Context: an optimization exercise on an open-source flow, tuned for small area, a short achievable clock period and few clock cycles per item. The choices shown serve that exercise and are no tape-out recipe. At most, simulation tests tie the RTL to the original design; equivalence was not proved.

==> harbor <==
// dec32
module dec32 (
    input  wire        clk,
    input  wire        rst,
    input  wire        in_valid,
    output wire        in_ready,
    input  wire [31:0] in_value,
    output wire        out_valid,
    input  wire        out_ready,
    output wire [3:0]  out_len,
    output wire [87:0] out_str
);
export LEC_CHECK = 0
export ABC_AREA = 1
export CAP_MARGIN = 20
export CORE_MARGIN = 2
export CORE_UTILIZATION = 62
export CTS_CLUSTER_DIAMETER = 100
export CTS_CLUSTER_SIZE = 25
export SLEW_MARGIN = 20
create_clock -name core_clock -period 10.0 [get_ports {clk}]
standard.sh (not shown) runs the stock make flow with config.mk's settings and CLKGATE_MAP_FILE= SYNTH_SCRIPT=/design/flow/synth_recipe.tcl, a recipe that flattens the netlist after the stock synthesis.
==> flow/flow/run.sh <==
#!/bin/bash
# The standard layout (the standard.sh, standard synthesis included), with
# ORFS's timing repair aimed at a setup slack of 6.85 ns instead of 0 so that
# it works toward a shorter achieved period. The clock period and the SDC are
# unchanged. Every port still gets its own buffer (a buf_2 rather than the
# default pick). standard.sh's full output goes to standard.log.
export SETUP_SLACK_MARGIN=6.85
export BUFFER_PORTS_ARGS="-buffer_cell sky130_fd_sc_hd__buf_2"
bash standard.sh > standard.log 2>&1
==> ember: changes against harbor <==
--- a/flow/design.v
+++ b/flow/design.v
@@ -114,20 +114,20 @@
     wire d7_1_1 = d6_1_0;
     wire d7_1_2 = d6_1_1;
     reg [24:0] r1_m;
     reg [6:0] r1_d;
     reg r1_n, r1_v;
     always @(posedge clk) if (adv) begin
         r1_m <= mag[24:0];
-        r1_d <= ~{d7_1_2, d7_1_1, d7_1_0, d7_0_3, d7_0_2, d7_0_1, d7_0_0};
+        r1_d <= {d7_1_2, d7_1_1, d7_1_0, d7_0_3, d7_0_2, d7_0_1, d7_0_0};
         r1_n <= neg0;
     end
     always @(posedge clk) if (rst) r1_v <= 1'b0; else if (adv) r1_v <= r0_v;
     reg [3:0] a8_0;
-    always @(*) case ({(~r1_d[3]), (~r1_d[2]), (~r1_d[1]), (~r1_d[0])})
+    always @(*) case ({r1_d[3], r1_d[2], r1_d[1], r1_d[0]})
         4'd0: a8_0 = 4'd0;
         4'd1: a8_0 = 4'd1;
         4'd2: a8_0 = 4'd2;
         4'd3: a8_0 = 4'd3;
         4'd4: a8_0 = 4'd4;
         4'd5: a8_0 = 4'd8;
         4'd6: a8_0 = 4'd9;
@@ -138,15 +138,15 @@
         4'd11: a8_0 = 4'd12;
         4'd12: a8_0 = 4'd11;
         4'd13: a8_0 = 4'd12;
         4'd14: a8_0 = 4'd11;
         4'd15: a8_0 = 4'd12;
     endcase
     reg [3:0] a8_1;
-    always @(*) case ({1'b0, (~r1_d[6]), (~r1_d[5]), (~r1_d[4])})
+    always @(*) case ({1'b0, r1_d[6], r1_d[5], r1_d[4]})
         4'd0: a8_1 = 4'd0;
         4'd1: a8_1 = 4'd1;
         4'd2: a8_1 = 4'd2;
         4'd3: a8_1 = 4'd3;
         4'd4: a8_1 = 4'd4;
         4'd5: a8_1 = 4'd8;
         4'd6: a8_1 = 4'd9;
@@ -480,20 +480,20 @@
     wire d13_3_1 = d12_3_0;
     wire d13_3_2 = d12_3_1;
     reg [18:0] r2_m;
     reg [14:0] r2_d;
     reg r2_n, r2_v;
     always @(posedge clk) if (adv) begin
         r2_m <= r1_m[18:0];
-        r2_d <= ~{d13_3_2, d13_3_1, d13_3_0, d13_2_3, d13_2_2, d13_2_1, d13_2_0, d13_1_3, d13_1_2, d13_1_1, d13_1_0, d13_0_3, d13_0_2, d13_0_1, d13_0_0};
+        r2_d <= {d13_3_2, d13_3_1, d13_3_0, d13_2_3, d13_2_2, d13_2_1, d13_2_0, d13_1_3, d13_1_2, d13_1_1, d13_1_0, d13_0_3, d13_0_2, d13_0_1, d13_0_0};
         r2_n <= r1_n;
     end
     always @(posedge clk) if (rst) r2_v <= 1'b0; else if (adv) r2_v <= r1_v;
     reg [3:0] a14_0;
-    always @(*) case ({(~r2_d[3]), (~r2_d[2]), (~r2_d[1]), (~r2_d[0])})
+    always @(*) case ({r2_d[3], r2_d[2], r2_d[1], r2_d[0]})
         4'd0: a14_0 = 4'd0;
         4'd1: a14_0 = 4'd1;
         4'd2: a14_0 = 4'd2;
         4'd3: a14_0 = 4'd3;
         4'd4: a14_0 = 4'd4;
         4'd5: a14_0 = 4'd8;
         4'd6: a14_0 = 4'd9;
@@ -504,15 +504,15 @@
         4'd11: a14_0 = 4'd12;
         4'd12: a14_0 = 4'd11;
         4'd13: a14_0 = 4'd12;
         4'd14: a14_0 = 4'd11;
         4'd15: a14_0 = 4'd12;
     endcase
     reg [3:0] a14_1;
-    always @(*) case ({(~r2_d[7]), (~r2_d[6]), (~r2_d[5]), (~r2_d[4])})
+    always @(*) case ({r2_d[7], r2_d[6], r2_d[5], r2_d[4]})
         4'd0: a14_1 = 4'd0;
         4'd1: a14_1 = 4'd1;
         4'd2: a14_1 = 4'd2;
         4'd3: a14_1 = 4'd3;
         4'd4: a14_1 = 4'd4;
         4'd5: a14_1 = 4'd8;
         4'd6: a14_1 = 4'd9;
@@ -523,15 +523,15 @@
         4'd11: a14_1 = 4'd12;
         4'd12: a14_1 = 4'd11;
         4'd13: a14_1 = 4'd12;
         4'd14: a14_1 = 4'd11;
         4'd15: a14_1 = 4'd12;
     endcase
     reg [3:0] a14_2;
-    always @(*) case ({(~r2_d[11]), (~r2_d[10]), (~r2_d[9]), (~r2_d[8])})
+    always @(*) case ({r2_d[11], r2_d[10], r2_d[9], r2_d[8]})
         4'd0: a14_2 = 4'd0;
         4'd1: a14_2 = 4'd1;
         4'd2: a14_2 = 4'd2;
         4'd3: a14_2 = 4'd3;
         4'd4: a14_2 = 4'd4;
         4'd5: a14_2 = 4'd8;
         4'd6: a14_2 = 4'd9;
@@ -554,17 +554,17 @@
     wire d14_1_2 = a14_1[1];
     wire d14_1_3 = a14_1[2];
     wire d14_2_0 = a14_1[3];
     wire d14_2_1 = a14_2[0];
     wire d14_2_2 = a14_2[1];
     wire d14_2_3 = a14_2[2];
     wire d14_3_0 = a14_2[3];
-    wire d14_3_1 = (~r2_d[12]);
-    wire d14_3_2 = (~r2_d[13]);
-    wire d14_3_3 = (~r2_d[14]);
+    wire d14_3_1 = r2_d[12];
+    wire d14_3_2 = r2_d[13];
+    wire d14_3_3 = r2_d[14];
     reg [3:0] a15_0;
     always @(*) case ({d14_0_3, d14_0_2, d14_0_1, d14_0_0})
         4'd0: a15_0 = 4'd0;
         4'd1: a15_0 = 4'd1;
         4'd2: a15_0 = 4'd2;
         4'd3: a15_0 = 4'd3;
         4'd4: a15_0 = 4'd4;
@@ -1195,20 +1195,20 @@
     wire d20_5_1 = d19_5_0;
     wire d20_5_2 = d19_5_1;
     reg [11:0] r3_m;
     reg [22:0] r3_d;
     reg r3_n, r3_v;
     always @(posedge clk) if (adv) begin
         r3_m <= r2_m[11:0];
-        r3_d <= ~{d20_5_2, d20_5_1, d20_5_0, d20_4_3, d20_4_2, d20_4_1, d20_4_0, d20_3_3, d20_3_2, d20_3_1, d20_3_0, d20_2_3, d20_2_2, d20_2_1, d20_2_0, d20_1_3, d20_1_2, d20_1_1, d20_1_0, d20_0_3, d20_0_2, d20_0_1, d20_0_0};
+        r3_d <= {d20_5_2, d20_5_1, d20_5_0, d20_4_3, d20_4_2, d20_4_1, d20_4_0, d20_3_3, d20_3_2, d20_3_1, d20_3_0, d20_2_3, d20_2_2, d20_2_1, d20_2_0, d20_1_3, d20_1_2, d20_1_1, d20_1_0, d20_0_3, d20_0_2, d20_0_1, d20_0_0};
         r3_n <= r2_n;
     end
     always @(posedge clk) if (rst) r3_v <= 1'b0; else if (adv) r3_v <= r2_v;
     reg [3:0] a21_0;
-    always @(*) case ({(~r3_d[3]), (~r3_d[2]), (~r3_d[1]), (~r3_d[0])})
+    always @(*) case ({r3_d[3], r3_d[2], r3_d[1], r3_d[0]})
         4'd0: a21_0 = 4'd0;
         4'd1: a21_0 = 4'd1;
         4'd2: a21_0 = 4'd2;
         4'd3: a21_0 = 4'd3;
         4'd4: a21_0 = 4'd4;
         4'd5: a21_0 = 4'd8;
         4'd6: a21_0 = 4'd9;
@@ -1219,15 +1219,15 @@
         4'd11: a21_0 = 4'd12;
         4'd12: a21_0 = 4'd11;
         4'd13: a21_0 = 4'd12;
         4'd14: a21_0 = 4'd11;
         4'd15: a21_0 = 4'd12;
     endcase
     reg [3:0] a21_1;
-    always @(*) case ({(~r3_d[7]), (~r3_d[6]), (~r3_d[5]), (~r3_d[4])})
+    always @(*) case ({r3_d[7], r3_d[6], r3_d[5], r3_d[4]})
         4'd0: a21_1 = 4'd0;
         4'd1: a21_1 = 4'd1;
         4'd2: a21_1 = 4'd2;
         4'd3: a21_1 = 4'd3;
         4'd4: a21_1 = 4'd4;
         4'd5: a21_1 = 4'd8;
         4'd6: a21_1 = 4'd9;
@@ -1238,15 +1238,15 @@
         4'd11: a21_1 = 4'd12;
         4'd12: a21_1 = 4'd11;
         4'd13: a21_1 = 4'd12;
         4'd14: a21_1 = 4'd11;
         4'd15: a21_1 = 4'd12;
     endcase
     reg [3:0] a21_2;
-    always @(*) case ({(~r3_d[11]), (~r3_d[10]), (~r3_d[9]), (~r3_d[8])})
+    always @(*) case ({r3_d[11], r3_d[10], r3_d[9], r3_d[8]})
         4'd0: a21_2 = 4'd0;
         4'd1: a21_2 = 4'd1;
         4'd2: a21_2 = 4'd2;
         4'd3: a21_2 = 4'd3;
         4'd4: a21_2 = 4'd4;
         4'd5: a21_2 = 4'd8;
         4'd6: a21_2 = 4'd9;
@@ -1257,15 +1257,15 @@
         4'd11: a21_2 = 4'd12;
         4'd12: a21_2 = 4'd11;
         4'd13: a21_2 = 4'd12;
         4'd14: a21_2 = 4'd11;
         4'd15: a21_2 = 4'd12;
     endcase
     reg [3:0] a21_3;
-    always @(*) case ({(~r3_d[15]), (~r3_d[14]), (~r3_d[13]), (~r3_d[12])})
+    always @(*) case ({r3_d[15], r3_d[14], r3_d[13], r3_d[12]})
         4'd0: a21_3 = 4'd0;
         4'd1: a21_3 = 4'd1;
         4'd2: a21_3 = 4'd2;
         4'd3: a21_3 = 4'd3;
         4'd4: a21_3 = 4'd4;
         4'd5: a21_3 = 4'd8;
         4'd6: a21_3 = 4'd9;
@@ -1276,15 +1276,15 @@
         4'd11: a21_3 = 4'd12;
         4'd12: a21_3 = 4'd11;
         4'd13: a21_3 = 4'd12;
         4'd14: a21_3 = 4'd11;
         4'd15: a21_3 = 4'd12;
     endcase
     reg [3:0] a21_4;
-    always @(*) case ({(~r3_d[19]), (~r3_d[18]), (~r3_d[17]), (~r3_d[16])})
+    always @(*) case ({r3_d[19], r3_d[18], r3_d[17], r3_d[16]})
         4'd0: a21_4 = 4'd0;
         4'd1: a21_4 = 4'd1;
         4'd2: a21_4 = 4'd2;
         4'd3: a21_4 = 4'd3;
         4'd4: a21_4 = 4'd4;
         4'd5: a21_4 = 4'd8;
         4'd6: a21_4 = 4'd9;
@@ -1295,15 +1295,15 @@
         4'd11: a21_4 = 4'd12;
         4'd12: a21_4 = 4'd11;
         4'd13: a21_4 = 4'd12;
         4'd14: a21_4 = 4'd11;
         4'd15: a21_4 = 4'd12;
     endcase
     reg [3:0] a21_5;
-    always @(*) case ({1'b0, (~r3_d[22]), (~r3_d[21]), (~r3_d[20])})
+    always @(*) case ({1'b0, r3_d[22], r3_d[21], r3_d[20]})
         4'd0: a21_5 = 4'd0;
         4'd1: a21_5 = 4'd1;
         4'd2: a21_5 = 4'd2;
         4'd3: a21_5 = 4'd3;
         4'd4: a21_5 = 4'd4;
         4'd5: a21_5 = 4'd8;
         4'd6: a21_5 = 4'd9;
@@ -2091,20 +2091,20 @@
     wire d26_7_0 = a26_6[3];
     wire d26_7_1 = d25_7_0;
     reg [5:0] r4_m;
     reg [29:0] r4_d;
     reg r4_n, r4_v;
     always @(posedge clk) if (adv) begin
         r4_m <= r3_m[5:0];
-        r4_d <= ~{d26_7_1, d26_7_0, d26_6_3, d26_6_2, d26_6_1, d26_6_0, d26_5_3, d26_5_2, d26_5_1, d26_5_0, d26_4_3, d26_4_2, d26_4_1, d26_4_0, d26_3_3, d26_3_2, d26_3_1, d26_3_0, d26_2_3, d26_2_2, d26_2_1, d26_2_0, d26_1_3, d26_1_2, d26_1_1, d26_1_0, d26_0_3, d26_0_2, d26_0_1, d26_0_0};
+        r4_d <= {d26_7_1, d26_7_0, d26_6_3, d26_6_2, d26_6_1, d26_6_0, d26_5_3, d26_5_2, d26_5_1, d26_5_0, d26_4_3, d26_4_2, d26_4_1, d26_4_0, d26_3_3, d26_3_2, d26_3_1, d26_3_0, d26_2_3, d26_2_2, d26_2_1, d26_2_0, d26_1_3, d26_1_2, d26_1_1, d26_1_0, d26_0_3, d26_0_2, d26_0_1, d26_0_0};
         r4_n <= r3_n;
     end
     always @(posedge clk) if (rst) r4_v <= 1'b0; else if (adv) r4_v <= r3_v;
     reg [3:0] a27_0;
-    always @(*) case ({(~r4_d[3]), (~r4_d[2]), (~r4_d[1]), (~r4_d[0])})
+    always @(*) case ({r4_d[3], r4_d[2], r4_d[1], r4_d[0]})
         4'd0: a27_0 = 4'd0;
         4'd1: a27_0 = 4'd1;
         4'd2: a27_0 = 4'd2;
         4'd3: a27_0 = 4'd3;
         4'd4: a27_0 = 4'd4;
         4'd5: a27_0 = 4'd8;
         4'd6: a27_0 = 4'd9;
@@ -2115,15 +2115,15 @@
         4'd11: a27_0 = 4'd12;
         4'd12: a27_0 = 4'd11;
         4'd13: a27_0 = 4'd12;
         4'd14: a27_0 = 4'd11;
         4'd15: a27_0 = 4'd12;
     endcase
     reg [3:0] a27_1;
-    always @(*) case ({(~r4_d[7]), (~r4_d[6]), (~r4_d[5]), (~r4_d[4])})
+    always @(*) case ({r4_d[7], r4_d[6], r4_d[5], r4_d[4]})
         4'd0: a27_1 = 4'd0;
         4'd1: a27_1 = 4'd1;
         4'd2: a27_1 = 4'd2;
         4'd3: a27_1 = 4'd3;
         4'd4: a27_1 = 4'd4;
         4'd5: a27_1 = 4'd8;
         4'd6: a27_1 = 4'd9;
@@ -2134,15 +2134,15 @@
         4'd11: a27_1 = 4'd12;
         4'd12: a27_1 = 4'd11;
         4'd13: a27_1 = 4'd12;
         4'd14: a27_1 = 4'd11;
         4'd15: a27_1 = 4'd12;
     endcase
     reg [3:0] a27_2;
-    always @(*) case ({(~r4_d[11]), (~r4_d[10]), (~r4_d[9]), (~r4_d[8])})
+    always @(*) case ({r4_d[11], r4_d[10], r4_d[9], r4_d[8]})
         4'd0: a27_2 = 4'd0;
         4'd1: a27_2 = 4'd1;
         4'd2: a27_2 = 4'd2;
         4'd3: a27_2 = 4'd3;
         4'd4: a27_2 = 4'd4;
         4'd5: a27_2 = 4'd8;
         4'd6: a27_2 = 4'd9;
@@ -2153,15 +2153,15 @@
         4'd11: a27_2 = 4'd12;
         4'd12: a27_2 = 4'd11;
         4'd13: a27_2 = 4'd12;
         4'd14: a27_2 = 4'd11;
         4'd15: a27_2 = 4'd12;
     endcase
     reg [3:0] a27_3;
-    always @(*) case ({(~r4_d[15]), (~r4_d[14]), (~r4_d[13]), (~r4_d[12])})
+    always @(*) case ({r4_d[15], r4_d[14], r4_d[13], r4_d[12]})
         4'd0: a27_3 = 4'd0;
         4'd1: a27_3 = 4'd1;
         4'd2: a27_3 = 4'd2;
         4'd3: a27_3 = 4'd3;
         4'd4: a27_3 = 4'd4;
         4'd5: a27_3 = 4'd8;
         4'd6: a27_3 = 4'd9;
@@ -2172,15 +2172,15 @@
         4'd11: a27_3 = 4'd12;
         4'd12: a27_3 = 4'd11;
         4'd13: a27_3 = 4'd12;
         4'd14: a27_3 = 4'd11;
         4'd15: a27_3 = 4'd12;
     endcase
     reg [3:0] a27_4;
-    always @(*) case ({(~r4_d[19]), (~r4_d[18]), (~r4_d[17]), (~r4_d[16])})
+    always @(*) case ({r4_d[19], r4_d[18], r4_d[17], r4_d[16]})
         4'd0: a27_4 = 4'd0;
         4'd1: a27_4 = 4'd1;
         4'd2: a27_4 = 4'd2;
         4'd3: a27_4 = 4'd3;
         4'd4: a27_4 = 4'd4;
         4'd5: a27_4 = 4'd8;
         4'd6: a27_4 = 4'd9;
@@ -2191,15 +2191,15 @@
         4'd11: a27_4 = 4'd12;
         4'd12: a27_4 = 4'd11;
         4'd13: a27_4 = 4'd12;
         4'd14: a27_4 = 4'd11;
         4'd15: a27_4 = 4'd12;
     endcase
     reg [3:0] a27_5;
-    always @(*) case ({(~r4_d[23]), (~r4_d[22]), (~r4_d[21]), (~r4_d[20])})
+    always @(*) case ({r4_d[23], r4_d[22], r4_d[21], r4_d[20]})
         4'd0: a27_5 = 4'd0;
         4'd1: a27_5 = 4'd1;
         4'd2: a27_5 = 4'd2;
         4'd3: a27_5 = 4'd3;
         4'd4: a27_5 = 4'd4;
         4'd5: a27_5 = 4'd8;
         4'd6: a27_5 = 4'd9;
@@ -2210,15 +2210,15 @@
         4'd11: a27_5 = 4'd12;
         4'd12: a27_5 = 4'd11;
         4'd13: a27_5 = 4'd12;
         4'd14: a27_5 = 4'd11;
         4'd15: a27_5 = 4'd12;
     endcase
     reg [3:0] a27_6;
-    always @(*) case ({(~r4_d[27]), (~r4_d[26]), (~r4_d[25]), (~r4_d[24])})
+    always @(*) case ({r4_d[27], r4_d[26], r4_d[25], r4_d[24]})
         4'd0: a27_6 = 4'd0;
         4'd1: a27_6 = 4'd1;
         4'd2: a27_6 = 4'd2;
         4'd3: a27_6 = 4'd3;
         4'd4: a27_6 = 4'd4;
         4'd5: a27_6 = 4'd8;
         4'd6: a27_6 = 4'd9;
@@ -2257,16 +2257,16 @@
     wire d27_5_2 = a27_5[1];
     wire d27_5_3 = a27_5[2];
     wire d27_6_0 = a27_5[3];
     wire d27_6_1 = a27_6[0];
     wire d27_6_2 = a27_6[1];
     wire d27_6_3 = a27_6[2];
     wire d27_7_0 = a27_6[3];
-    wire d27_7_1 = (~r4_d[28]);
-    wire d27_7_2 = (~r4_d[29]);
+    wire d27_7_1 = r4_d[28];
+    wire d27_7_2 = r4_d[29];
     reg [3:0] a28_0;
     always @(*) case ({d27_0_3, d27_0_2, d27_0_1, d27_0_0})
         4'd0: a28_0 = 4'd0;
         4'd1: a28_0 = 4'd1;
         4'd2: a28_0 = 4'd2;
         4'd3: a28_0 = 4'd3;
         4'd4: a28_0 = 4'd4;
Settings changed: CORE_UTILIZATION 62 to 50, CTS_CLUSTER_DIAMETER 100 to 80.
==> qor summary <==
metric                                            harbor    ember
Final worst slack                                6.80 ns  6.80 ns
Status                  no timing/DRC/antenna violations  no timing/DRC/antenna violations
Met3 demand-to-capacity share in global routing    2.43%    2.19%
Number of global-route vias before repair          17900    17500
Well tap count                                       455      539
Min Tclk post-route                              3.20 ns  3.20 ns
Overall die height                                190 um   210 um
Final cell utilization of the core                 70.5%    58.1%
Met2 usage in global routing                       48.9%    40.4%
Worst R2R Setup Slack                            6.80 ns  6.94 ns
Worst setup slack after placement                5.40 ns  6.11 ns
Number of clock buffers in the layout                 26       27
Layout filler cell count                            2745     3887
Testbench counts of ember, summed over its fixed seeds: cycles 2,104, items 2,048.
The RTL of harbor was laid out without a check of its function.

re-timing with driven ports:
The results above use ideal ports. As a check the final layouts listed here were re-extracted and re-timed, cells and wires unchanged. Step 1 sets driving cells, clkbuf_16 on the clock port and buf_2 on the other inputs (assumed; they add their load-dependent delay and slew). Step 2 also shifts input and output timing later by t, the mid clock arrival at the registers, as if the neighbouring blocks saw the same clock. a / b / c = no drivers / after step 1 / after step 2; a / b = the first two.
| run | shift t [ns] | setup slack, ns | slew at the worst register clock pin (ns) | worst data-port slew with drivers (ns) | cell pins on the clock port's net |
|---|---|---|---|---|---|
| harbor | 0.570 | 6.797 / 6.797 / 6.407 | 0.10 / 0.10 | 0.04 | 1 |
| ember | 0.601 | 6.803 / 6.745 / 6.467 | 0.10 / 0.10 | 0.05 | 1 |
After both steps setup and hold are still met in every run listed. The setup slack of harbor, which loses most, moves by 0.000 ns with the drivers and by -0.390 ns with both steps.
